Background: an optimization exercise with open tools, aiming at small area. Do not read the settings as production practice. Power and IR drop assume default switching activity.

==> flow/design.v <==
module remimo_core (
    input  wire        clk,
    input  wire        rst,         
    output wire        mem_req,
    output wire        mem_we,
    output wire [15:0] mem_addr,
    output wire [15:0] mem_wdata,
    input  wire        mem_ready,
    input  wire [15:0] mem_rdata,
    output wire        halted,
    output wire [1:0]  cause,       
    output wire [15:0] pc,
    output wire [15:0] r0,
    output wire [15:0] r1,
    output wire [15:0] r2,
    output wire [15:0] r3,
    output wire [3:0]  flags        
);
    localparam S_INIT  = 4'd0;
    localparam S_FETCH = 4'd1;
    localparam S_EXEC  = 4'd2;
    localparam S_P2    = 4'd4;
    localparam S_REST  = 4'd5;
    localparam S_LS1   = 4'd6;       
    localparam S_ACC   = 4'd14;      
    localparam S_HPC   = 4'd9;       
    localparam S_HOP   = 4'd10;      
    localparam S_HEA   = 4'd11;      
    reg [3:0]  state;
    reg [3:0]  cnt;
    reg [15:0] pc_q, t;
    reg [15:0] x0, x1, x2, x3;
    reg [1:0]  lrd, lrs;
    reg        c;                    
    reg        pcc;                  
    reg        fc, fn, fv, fz;
    wire init  = (state == S_INIT);
    wire fetch = (state == S_FETCH);
    wire exec  = (state == S_EXEC);
    wire acc   = (state[3:1] == 3'b111);
    wire lst   = state[0];           
    wire p2    = (state == S_P2);
    wire rest  = (state == S_REST);
    wire ls1   = (state[3:1] == 3'b011);
    wire [3:0] op     = t[15:12];
    wire       is_alu = (op[3:2] == 2'b00);
    wire       is_ls  = ls1;
    wire       is_sh  = (op == 4'd6);
    wire       is_mvi = (op == 4'd7);
    wire       is_b   = (op == 4'd8);
    wire       is_bc  = (op == 4'd9);
    wire       immf   = (lrd == lrs);
    wire       first  = (cnt == 4'd0);
    wire       lo     = ~cnt[3];           
    wire       end8   = &cnt[2:0];         
    reg [1:0] imm_d;
    always @(*) begin
        case (cnt[1:0])
            2'd0: imm_d = t[1:0];
            2'd1: imm_d = t[3:2];
            2'd2: imm_d = t[5:4];
            default: imm_d = t[7:6];
        endcase
    end
    reg [1:0] rd_o, rs_o;
    always @(*) begin
        case (lrd)
            2'd0: rd_o = x0[1:0];
            2'd1: rd_o = x1[1:0];
            2'd2: rd_o = x2[1:0];
            default: rd_o = x3[1:0];
        endcase
        case (lrs)
            2'd0: rs_o = x0[1:0];
            2'd1: rs_o = x1[1:0];
            2'd2: rs_o = x2[1:0];
            default: rs_o = x3[1:0];
        endcase
    end
    wire       sub    = (op[1:0] == 2'd3) & ~is_ls;
    wire [1:0] alu_b  = immf ? (cnt[2] ? 2'b00 : {imm_d[1] & (cnt[1:0] != 2'd3), imm_d[0]}) : rs_o;
    wire [1:0] add_a  = is_ls ? rs_o : rd_o;
    wire [1:0] add_b  = is_ls ? (cnt[2] ? 2'b00 : t[1:0]) : (sub ? ~alu_b : alu_b);
    wire       cin_r  = ~immf & t[5] & fc & ~is_ls;
    wire       c_in   = first ? (sub ? ~cin_r : cin_r) : c;
    wire       s_c1   = (add_a[0] & add_b[0]) | (c_in & (add_a[0] ^ add_b[0]));
    wire [1:0] s_sum;
    assign s_sum[0] = add_a[0] ^ add_b[0] ^ c_in;
    assign s_sum[1] = add_a[1] ^ add_b[1] ^ s_c1;
    wire       s_c2   = (add_a[1] & add_b[1]) | (s_c1 & (add_a[1] ^ add_b[1]));
    reg [1:0] alu_res;
    always @(*) begin
        case (op[1:0])
            2'd0: alu_res = rd_o & alu_b;
            2'd1: alu_res = rd_o | alu_b;
            default: alu_res = s_sum;
        endcase
    end
    wire alu_fo = ~immf & t[4];
    wire [2:0] sh_k    = t[3:1];
    wire       sh_b    = t[0];
    wire       sh_r    = t[6];
    wire       l_copy  = lo & (cnt[2:0] <= ~sh_k);
    wire [3:0] cnt_inc = cnt + 4'd1;
    wire [1:0] sh_src  = sh_r ? (lo ? rs_o : {2{t[5] & c}})
                              : (lo ? 2'b00 : rd_o);
    wire [1:0] sh_v    = sh_b ? {sh_src[0], c} : sh_src;
    wire [1:0] sh_wb   = (~sh_r & l_copy) ? rs_o : (t[7] ? ~sh_v : sh_v);
    wire [3:0] sh_cmp  = (sh_r & ~sh_b) ? cnt_inc : cnt;
    wire       sh_last = (sh_cmp == {1'b1, sh_k ^ {3{~sh_r}}});
    wire       sh_rs   = lo;
    wire       sh_c    = ~(~sh_r & l_copy) & sh_src[1];
    wire [1:0] mvi_d  = (cnt[2] == t[8]) ? imm_d : 2'b00;
    wire [1:0] mvi_wb = t[9] ? ~mvi_d : mvi_d;
    reg tk_base;
    always @(*) begin
        case (t[11:9])
            3'd0: tk_base = fz;
            3'd1: tk_base = fc;
            3'd2: tk_base = fn;
            3'd3: tk_base = fv;
            3'd4: tk_base = fc & ~fz;
            3'd5: tk_base = (fn == fv);
            3'd6: tk_base = ~fz & (fn == fv);
            default: tk_base = 1'b0;
        endcase
    end
    wire taken = tk_base ^ t[8];
    wire [1:0] off_d  = cnt[2] ? {2{t[7]}} : imm_d;
    wire [1:0] pa     = (p2 | rest) ? rd_o : pc_q[1:0];
    wire [1:0] pb     = (exec & is_bc & taken) ? off_d : 2'b00;
    wire       pci    = first ? ~rest : pcc;
    wire       p_c1   = (pa[0] & pb[0]) | (pci & (pa[0] ^ pb[0]));
    wire [1:0] p_sum;
    assign p_sum[0] = pa[0] ^ pb[0] ^ pci;
    assign p_sum[1] = pa[1] ^ pb[1] ^ p_c1;
    wire       p_c2   = (pa[1] & pb[1]) | (p_c1 & (pa[1] ^ pb[1]));
    reg        rd_en, rs_en, pc_en, t_sh, last;
    reg [1:0]  wb, pc_in;
    always @(*) begin
        rd_en = 1'b0;
        rs_en = 1'b0;
        pc_en = 1'b0;
        t_sh  = 1'b0;
        last  = 1'b0;
        wb    = 2'b00;
        pc_in = p_sum;
        if (exec) begin
            pc_en = lo;
            last  = end8;
            if (is_alu) begin
                rd_en = 1'b1;
                rs_en = 1'b1;
                wb    = alu_fo ? rd_o : alu_res;
            end else if (is_sh) begin
                rd_en = 1'b1;
                rs_en = sh_rs;
                wb    = sh_wb;
                last  = sh_last;
            end else if (is_mvi) begin
                rd_en = 1'b1;
                wb    = mvi_wb;
            end else if (is_b) begin
                pc_in = ~cnt[2] ? imm_d : cnt[1] ? 2'b00 : cnt[0] ? t[11:10] : t[9:8];
            end
        end else if (ls1) begin
            pc_en = 1'b1;
            rd_en = 1'b1;
            rs_en = 1'b1;
            t_sh  = 1'b1;
            wb    = pc_q[1:0];
            pc_in = s_sum;
            last  = end8;
        end else if (p2 | rest) begin
            rd_en = 1'b1;
            pc_en = 1'b1;
            t_sh  = 1'b1;
            wb    = t[1:0];
            last  = end8;
        end else if (init) begin
            pc_en = 1'b1;
            pc_in = 2'b00;
            last  = end8;
        end
    end
    wire en0 = init | (rd_en & (lrd == 2'd0)) | (rs_en & (lrs == 2'd0));
    wire en1 = init | (rd_en & (lrd == 2'd1)) | (rs_en & (lrs == 2'd1));
    wire en2 = init | (rd_en & (lrd == 2'd2)) | (rs_en & (lrs == 2'd2));
    wire en3 = init | (rd_en & (lrd == 2'd3)) | (rs_en & (lrs == 2'd3));
    wire [1:0] in0 = init ? 2'b00 : (rd_en & (lrd == 2'd0)) ? wb : x0[1:0];
    wire [1:0] in1 = init ? 2'b00 : (rd_en & (lrd == 2'd1)) ? wb : x1[1:0];
    wire [1:0] in2 = init ? 2'b00 : (rd_en & (lrd == 2'd2)) ? wb : x2[1:0];
    wire [1:0] in3 = init ? 2'b00 : (rd_en & (lrd == 2'd3)) ? wb : x3[1:0];
    always @(posedge clk) begin
        if (en0) x0 <= {in0, x0[15:2]};
        if (en1) x1 <= {in1, x1[15:2]};
        if (en2) x2 <= {in2, x2[15:2]};
        if (en3) x3 <= {in3, x3[15:2]};
        if (pc_en) pc_q <= {pc_in, pc_q[15:2]};
        if ((fetch & mem_ready) | (acc & mem_ready & ~lst))
            t <= mem_rdata;
        else if (t_sh)
            t <= {rd_o, t[15:2]};
        if (fetch & mem_ready) begin
            lrd <= mem_rdata[11:10];
            lrs <= mem_rdata[9:8];
        end
    end
    always @(posedge clk) begin
        if (exec & is_sh)
            c <= sh_c;
        else
            c <= s_c2;
        pcc <= p_c2;
    end
    always @(posedge clk) begin
        if (rst) begin
            fc <= 1'b0;
            fn <= 1'b0;
            fv <= 1'b0;
            fz <= 1'b0;
        end else if (exec & is_alu & t[7]) begin
            fz <= (first | fz) & (alu_res == 2'b00);
            if (last) begin
                fc <= op[1] & (s_c2 ^ sub);
                fn <= alu_res[1];
                fv <= op[1] & ~(add_a[1] ^ add_b[1]) & (add_a[1] ^ s_sum[1] ^ sub);
            end
        end
    end
    always @(posedge clk) begin
        cnt <= (~rst & (init | exec | ls1 | p2 | rest) & ~last) ? cnt_inc : 4'd0;
        if (rst) begin
            state   <= S_INIT;
        end else begin
            case (state)
                S_INIT, S_P2, S_REST, S_EXEC, S_LS1, S_LS1 + 4'd1: begin
                    if (last) begin
                        if (rest)
                            state <= S_HEA;
                        else if (ls1)
                            state <= s_c2 ? S_REST : {3'b111, lst};
                        else
                            state <= S_FETCH;
                    end
                end
                S_FETCH: begin
                    if (pc_q[15])
                        state <= S_HPC;
                    else if (mem_ready) begin
                        if (mem_rdata[15:12] > 4'd9)
                            state <= S_HOP;
                        else if (mem_rdata[15:13] == 3'b010)
                            state <= {3'b011, mem_rdata[12]};
                        else
                            state <= S_EXEC;
                    end
                end
                S_ACC, S_ACC + 4'd1: begin
                    if (mem_ready)
                        state <= S_P2;
                end
                default: ;    
            endcase
        end
    end
    assign mem_req   = (fetch & ~pc_q[15]) | acc;
    assign mem_we    = acc & lst;
    assign mem_addr  = pc_q;
    assign mem_wdata = t;
    assign halted = state[3] & ~state[2];
    assign cause  = state[1:0];
    assign pc     = pc_q;
    assign r0     = x0;
    assign r1     = x1;
    assign r2     = x2;
    assign r3     = x3;
    assign flags  = {fc, fn, fv, fz};
endmodule
Settings: LEC_CHECK=0, ABC_AREA=1, CAP_MARGIN=0, CORE_MARGIN=2, CORE_UTILIZATION=50, SLEW_MARGIN=0; clock period 10.0 ns.
standard.sh (not shown) runs the stock make flow with config.mk's settings and CLKGATE_MAP_FILE= SYNTH_SCRIPT=/design/flow/synth_recipe.tcl, a recipe that flattens the netlist after the stock synthesis.
==> flow/flow/run.sh <==
#!/bin/bash
# The standard ORFS layout (standard.sh), built with these changes:
#  - synthesis: the standard flow's own synthesis script, but Yosys's abc maps the logic
#    with flow/area.abc (an area-oriented script) and adders are left to abc;
#    the registers, their names and cell types are those of the standard
#    synthesis.
#  - every port is buffered with the smallest buffer cell;
#  - the clock tree uses small buffers and no dummy loads.
# Each tool's output goes to its own log here and under orfs/logs.
set -euo pipefail
W=$PWD
export BUFFER_PORTS_ARGS="-buffer_cell sky130_fd_sc_hd__buf_1"
export CTS_ARGS="-sink_clustering_enable -repair_clock_nets -buf_list sky130_fd_sc_hd__clkbuf_4 -dont_use_dummy_load -sink_clustering_size 20 -sink_clustering_max_diameter 60"
{
  head -n 1 synth_recipe.tcl
  echo "proc abc {args} { set i [lsearch -exact \$args -script]; if {\$i >= 0} { lset args [expr {\$i + 1}] $W/flow/area.abc }; yosys abc {*}\$args }"
  tail -n +2 synth_recipe.tcl
} > flow_synth.tcl
sed "s#SYNTH_SCRIPT=[^ ]*#SYNTH_SCRIPT=$W/flow_synth.tcl ADDER_MAP_FILE=#" standard.sh > flow_standard.sh
bash flow_standard.sh > standard_flow.log 2>&1
==> flow/flow/area.abc <==
strash
&get -n
&fraig -x
&put
scorr
dc2
dretime
strash
&get -n
&dch -f
&nf -R 1000
&put
Change:
==> flow/flow/area.abc (replaced) <==
strash
&get -n
&deepsyn -T 30
&put
&get -n
&dch -f
&nf -R 1000
&put
Outcome: The new run finished clean; area after synthesis falls slightly; power decreases by roughly a tenth; routed wire length went up by a few percent; worst setup slack gets better by 370 ps; cell count fell slightly; design area is lower slightly; die area came out lower slightly; non-clock buffer count falls by 1.
No run of this note included a check of the RTL's function; only the layout flow was run.

## afterwards: timing with drivers on the ports
Ports are ideal in the flow. The routed layouts listed here were re-timed in OpenROAD.
Step 1, drivers: a clkbuf_16 drives clk and a buf_2 each remaining input, both assumed.
Step 2 moves the port delays by t, midway between the first and last clock arrival at a register: inputs arrive t later, outputs are due t later. That takes back most of the time a late clock gives input paths.
Slacks: no drivers / after step 1 / after step 2; pairs: no drivers / after step 1.
run	t, ns	slack for setup (ns)	worst register clock-pin slew, ns
the first run	0.512	5.739 / 5.705 / 5.526	0.10 / 0.10
the second run	0.536	6.114 / 6.114 / 6.114	0.10 / 0.10
After both steps setup and hold are still met in every run listed. For the first run, which loses most, drivers alone change the setup slack by -0.034 ns; drivers and shift together by -0.213 ns.
